This design comes from an exercise in tuning for small area, a short achievable clock period and few clock cycles per item on the open sky130 flow, not from production work. Function was checked by simulation only, so behaviour that the tests miss may differ from the original.

==> flow/design.v (excerpt) <==
module tpaq_hasher (
    input  wire         clk,
    input  wire         rst,
    input  wire         in_valid,
    output wire         in_ready,
    input  wire         in_op,
    input  wire [149:0] in_data,
    output reg          out_valid,
    output reg          out_err,
    output reg  [223:0] out_ctx,
    output reg  [31:0]  out_c4,
    output reg  [23:0]  out_h
);
    localparam [31:0] C  = 32'd200002979;
    localparam [31:0] CC = C * C;
    function [31:0] hash_c;
        input [31:0] py;
        input [31:0] y;
        reg   [31:0] g;
        begin
            g = CC ^ py;
            hash_c = {g[31], g[31:1]} ^ {{9{g[31]}}, g[31:9]} ^ {{2{C[31]}}, C[31:2]}
                   ^ {{3{y[31]}}, y[31:3]} ^ C;
        end
    endfunction
    assign in_ready = 1'b1;
    reg         v_r, op_r, rst_r;
    reg [149:0] d_r;
    always @(posedge clk) begin
        if (rst) v_r <= 1'b0;
        else     v_r <= in_valid;
        rst_r <= rst;
        op_r  <= in_op;
        d_r   <= in_data;
    end
    reg [31:0] c4, c8;
    reg [23:0] h;
    reg [30:0] pos, bc;
    reg        text;         
    reg [31:0] h1, h2;       
    reg        v_s, e_s;
    wire [7:0]  b       = d_r[7:0];
    wire        refuse  = &pos;
    wire [23:0] h_n;         
    wire [30:0] pos_inc = pos + 31'd1;
    wire [30:0] bc_inc  = bc + 31'd1;
    wire        text0   = bc < (pos_inc >> 2);
    wire        text1   = bc_inc < (pos_inc >> 2);
    wire        text_n  = b[7] ? text1 : text0;
    hash_h u_h (.h(h), .c({c4[15:0], b}), .y(h_n));
    always @(posedge clk) begin
        if (rst) begin
            v_s <= 1'b0; e_s <= 1'b0;
        end else begin
            v_s <= v_r;
            e_s <= v_r && !op_r && refuse;
        end
        if (rst_r) begin
            c4 <= 32'd0; c8 <= 32'd0; h <= 24'd0;
            pos <= 31'd0; bc <= 31'd0;
        end else begin
            if (v_r) begin
                if (op_r) begin
                    c4  <= d_r[31:0];
                    c8  <= d_r[63:32];
                    h   <= d_r[87:64];
                    pos <= d_r[118:88];
  ...
clock: 28.0 ns
lec_check: 0
cap_margin: 20
core_margin: 2
core_utilization: 70
slew_margin: 20
standard.sh (not shown) runs the stock make flow with config.mk's settings and CLKGATE_MAP_FILE= SYNTH_SCRIPT=/design/flow/synth_recipe.tcl, a recipe that flattens the netlist after the stock synthesis.
==> flow/flow/run.sh <==
#!/bin/bash
# Standard layout with two changes:
#  - a netlist pass between synthesis and floorplan: flow/invpush.py removes
#    the inverters that synthesis leaves between full adders and xor gates
#    (a full adder is self-dual, so it can take its inputs inverted and give
#    its outputs inverted instead; an xor absorbs an inverted input by
#    becoming an xnor). Registers and all other cells stay as synthesized.
#  - the port buffers are plain buffers (buf_2) rather than delay cells.
# Each tool's output goes to its own log file here.
set -euo pipefail
R=orfs/results/${FLOW_PLATFORM}/tpaq_hasher/base
bash standard.sh synth > synth.log 2>&1
cp "$R/1_2_yosys.v" "$R/1_2_yosys_std.v"
python3 flow/invpush.py "$R/1_2_yosys_std.v" "$R/1_2_yosys.v" 3000000 > invpush.log 2>&1
rm -f "$R/1_synth.odb" "$R/1_synth.sdc"
bash standard.sh synth > synth_odb.log 2>&1
export BUFFER_PORTS_ARGS="-buffer_cell sky130_fd_sc_hd__buf_2"
# ask repair_timing for slack beyond the period, so that it speeds up the
# paths that set the achieved period
export SETUP_SLACK_MARGIN=21.2
bash standard.sh finish > layout.log 2>&1
Other scripts of this flow, unchanged in this note and not shown: flow/flow/invpush.py
Testbench counts at the start, summed over its fixed seeds: cycles 32,032, items 32,000.
Edit:
CORE_UTILIZATION = 55   (was 70)
Result:
- The changed run went through all stages and came out clean
- critical path depth stays the same
- first-iteration DRC count is lower by 12%
- cell count is higher by 5.2%
- global-route usage is lower by 7.3 points
Edit:
--- a/flow/flow/run.sh
+++ b/flow/flow/run.sh
@@ -17,5 +17,2 @@
 export BUFFER_PORTS_ARGS="-buffer_cell sky130_fd_sc_hd__buf_2"
-# ask repair_timing for slack beyond the period, so that it speeds up the
-# paths that set the achieved period
-export SETUP_SLACK_MARGIN=21.2
 bash standard.sh finish > layout.log 2>&1
Utilization falls by 0.52 points.
Non-clock buffer count is unchanged.
Clock-buffer cell count is unchanged.
Global-route usage barely changes.
Routed wire length stays flat.
Via count is about the same.
Worst setup slack is worse by 0.15 ns.
Synthesized area is unchanged.
Flip-flop and latch count stays the same.
Edit:
--- a/flow/flow/run.sh
+++ b/flow/flow/run.sh
@@ -8,2 +8,3 @@
 #  - the port buffers are plain buffers (buf_2) rather than delay cells.
+#  - repair_timing aims beyond the period, and the clock tree uses no dummy loads.
 # Each tool's output goes to its own log file here.
@@ -17,2 +18,7 @@
 export BUFFER_PORTS_ARGS="-buffer_cell sky130_fd_sc_hd__buf_2"
+# ask repair_timing for slack beyond the period, so that it speeds up the
+# paths that set the achieved period
+export SETUP_SLACK_MARGIN=21.2
+# clock tree: no dummy loads, smaller buffers
+export CTS_ARGS="-sink_clustering_enable -repair_clock_nets -dont_use_dummy_load -buf_list sky130_fd_sc_hd__clkbuf_8"
 bash standard.sh finish > layout.log 2>&1
CORE_UTILIZATION = 70   (was 55)
Area after synthesis stays the same.
Die area goes down by 21%.
Fmax is lower by 0.40%.
Final cell count came out lower by 5.2%.
Routed wire length fell by 2.4%.
Flip-flop and latch count stays the same.
Cell area went down by 1.7%.


Another version of the RTL of tpaq_hasher (not shown whole).
Size in the first run: ~8800 cells after synthesis, ~440 I/O pins.
Design tpaq_hasher, start of the top module:
module tpaq_hasher (
    input  wire         clk,
    input  wire         rst,
    input  wire         in_valid,
    output wire         in_ready,
    input  wire         in_op,
    input  wire [149:0] in_data,
    output reg          out_valid,
    output reg          out_err,
    output reg  [223:0] out_ctx,
    output reg  [31:0]  out_c4,
    output reg  [23:0]  out_h
);
    localparam [31:0] C  = 32'd200002979;
    localparam [31:0] CC = C * C;
    function [31:0] hash_c;
        input [31:0] py;
        input [31:0] y;
        reg   [31:0] g;
        begin
            g = CC ^ py;
            hash_c = {g[31], g[31:1]} ^ {{9{g[31]}}, g[31:9]} ^ {{2{C[31]}}, C[31:2]}
                   ^ {{3{y[31]}}, y[31:3]} ^ C;
        end
    endfunction
    assign in_ready = 1'b1;
    reg         v_r, op_r, rst_r;
    reg [149:0] d_r;
    always @(posedge clk) begin
        if (rst) v_r <= 1'b0;
        else     v_r <= in_valid;
        rst_r <= rst;
        op_r  <= in_op;
        d_r   <= in_data;
    end
    reg [31:0] c4, c8;
    reg [23:0] h;
    reg [30:0] pos, bc;
    reg        text;         
    reg        sel1;         
    reg [31:0] h2;           
    reg        v_s, e_s;
    wire [7:0]  b       = d_r[7:0];
    wire        refuse  = &pos;
    wire [23:0] h_n;         
    wire [30:0] pos_inc = pos + 31'd1;
    wire [30:0] bc_inc  = bc + 31'd1;
  ...
clock: 28.0 ns
lec_check: 0
cap_margin: 20
core_margin: 2
core_utilization: 70
slew_margin: 20
==> flow/flow/run.sh <==
#!/bin/bash
# Standard layout with two changes:
#  - a netlist pass between synthesis and floorplan: flow/invpush.py removes
#    the inverters that synthesis leaves between full adders and xor gates
#    (a full adder is self-dual, so it can take its inputs inverted and give
#    its outputs inverted instead; an xor absorbs an inverted input by
#    becoming an xnor). Registers and all other cells stay as synthesized.
#  - the port buffers are plain buffers (buf_2) rather than delay cells.
#  - repair_timing aims beyond the period, and the clock tree uses no dummy loads.
# Each tool's output goes to its own log file here.
set -euo pipefail
R=orfs/results/${FLOW_PLATFORM}/tpaq_hasher/base
bash standard.sh synth > synth.log 2>&1
cp "$R/1_2_yosys.v" "$R/1_2_yosys_std.v"
python3 flow/invpush.py "$R/1_2_yosys_std.v" "$R/1_2_yosys.v" 3000000 > invpush.log 2>&1
rm -f "$R/1_synth.odb" "$R/1_synth.sdc"
bash standard.sh synth > synth_odb.log 2>&1
export BUFFER_PORTS_ARGS="-buffer_cell sky130_fd_sc_hd__buf_2"
# ask repair_timing for slack beyond the period, so that it speeds up the
# paths that set the achieved period
export SETUP_SLACK_MARGIN=21.3
# clock tree without dummy loads, with larger sink clusters (fewer buffers)
export CTS_ARGS="-sink_clustering_enable -repair_clock_nets -dont_use_dummy_load -sink_clustering_size 25 -sink_clustering_max_diameter 80"
bash standard.sh finish > layout.log 2>&1
Other scripts of this flow, unchanged in this note and not shown: flow/flow/invpush.py
The first run finished with timing, DRC and antenna clean.
Testbench counts at the start, summed over its fixed seeds: cycles 32,032, items 32,000.
Edit:
--- a/flow/flow/run.sh
+++ b/flow/flow/run.sh
@@ -19,6 +19,6 @@
 # ask repair_timing for slack beyond the period, so that it speeds up the
 # paths that set the achieved period
-export SETUP_SLACK_MARGIN=21.3
+export SETUP_SLACK_MARGIN=21.2
 # clock tree without dummy loads, with larger sink clusters (fewer buffers)
-export CTS_ARGS="-sink_clustering_enable -repair_clock_nets -dont_use_dummy_load -sink_clustering_size 25 -sink_clustering_max_diameter 80"
+export CTS_ARGS="-sink_clustering_enable -repair_clock_nets -dont_use_dummy_load -sink_clustering_size 28 -sink_clustering_max_diameter 85"
 bash standard.sh finish > layout.log 2>&1
Die area does not change.
Clock-buffer cell count drops by 5.
First-iteration DRC count rose by 1.3%.
Routed wire length is about the same.
Edit:
--- a/flow/flow/run.sh
+++ b/flow/flow/run.sh
@@ -21,4 +21,4 @@
 export SETUP_SLACK_MARGIN=21.2
 # clock tree without dummy loads, with larger sink clusters (fewer buffers)
-export CTS_ARGS="-sink_clustering_enable -repair_clock_nets -dont_use_dummy_load -sink_clustering_size 28 -sink_clustering_max_diameter 85"
+export CTS_ARGS="-sink_clustering_enable -repair_clock_nets -dont_use_dummy_load -sink_clustering_size 25 -sink_clustering_max_diameter 80"
 bash standard.sh finish > layout.log 2>&1
Outcome: Flip-flop and latch count is unchanged; worst setup slack improved by 3.3 ps; critical path depth stays the same; synthesized area does not change; die area does not change; routed wire length hardly moves; register-to-register slack got worse by 50 ps; via count stays flat.
Edit:
--- a/flow/flow/run.sh
+++ b/flow/flow/run.sh
@@ -20,5 +20,5 @@
 # paths that set the achieved period
 export SETUP_SLACK_MARGIN=21.2
-# clock tree without dummy loads, with larger sink clusters (fewer buffers)
-export CTS_ARGS="-sink_clustering_enable -repair_clock_nets -dont_use_dummy_load -sink_clustering_size 25 -sink_clustering_max_diameter 80"
+# clock tree without dummy loads
+export CTS_ARGS="-sink_clustering_enable -repair_clock_nets -dont_use_dummy_load"
 bash standard.sh finish > layout.log 2>&1
Effect:
- The changed run finished with timing, DRC and antenna clean
- routed wire length rises by 1.1%
- first-iteration DRC count falls by 0.54%
- core utilization rises by 0.72 points
- cell count rises by 0.33%
- count of clock-buffer cells in the layout rises by 36
- sequential share of layout area falls by 0.15 points

[static timing again, ports no longer ideal]
The flow's constraints put no driver on any port. The routed layouts listed below were extracted and timed again, unchanged, in two steps.
Step 1 sets driving cells, clkbuf_16 on the clock port and buf_2 on the other inputs (assumed; they add their load-dependent delay and slew).
Step 2 times the ports against the registers' clock, not the clock port: input delays grow and output delays shrink by t, the midpoint of the rising clock arrivals with the driver on.
a / b / c = no drivers / after step 1 / after step 2; a / b = the first two.
run | t, ns | slack for setup (ns) | worst hold slack (ns) | clock arrival spread, ns
the first run of note 1 | 0.854 | 21.127 / 21.037 / 21.431 | 0.299 / 0.299 / 0.299 | 0.064 / 0.064
the second run of note 1 | 0.900 | 21.093 / 21.000 / 21.504 | 0.315 / 0.315 / 0.315 | 0.056 / 0.056
the third run of note 1 | 0.901 | 20.938 / 20.846 / 21.530 | 0.316 / 0.316 / 0.316 | 0.055 / 0.056
the fourth run of note 1 | 1.016 | 20.910 / 20.821 / 21.516 | 0.273 / 0.273 / 0.273 | 0.151 / 0.151
the first run of note 2 | 0.788 | 21.148 / 21.054 / 21.425 | 0.281 / 0.281 / 0.281 | 0.122 / 0.123
the second run of note 2 | 0.802 | 21.143 / 21.050 / 21.388 | 0.290 / 0.290 / 0.290 | 0.125 / 0.125
the third run of note 2 | 0.787 | 21.147 / 21.055 / 21.335 | 0.282 / 0.282 / 0.282 | 0.121 / 0.121
the fourth run of note 2 | 0.814 | 21.127 / 21.035 / 21.378 | 0.319 / 0.319 / 0.319 | 0.088 / 0.088
After both steps every run listed still meets setup and hold.
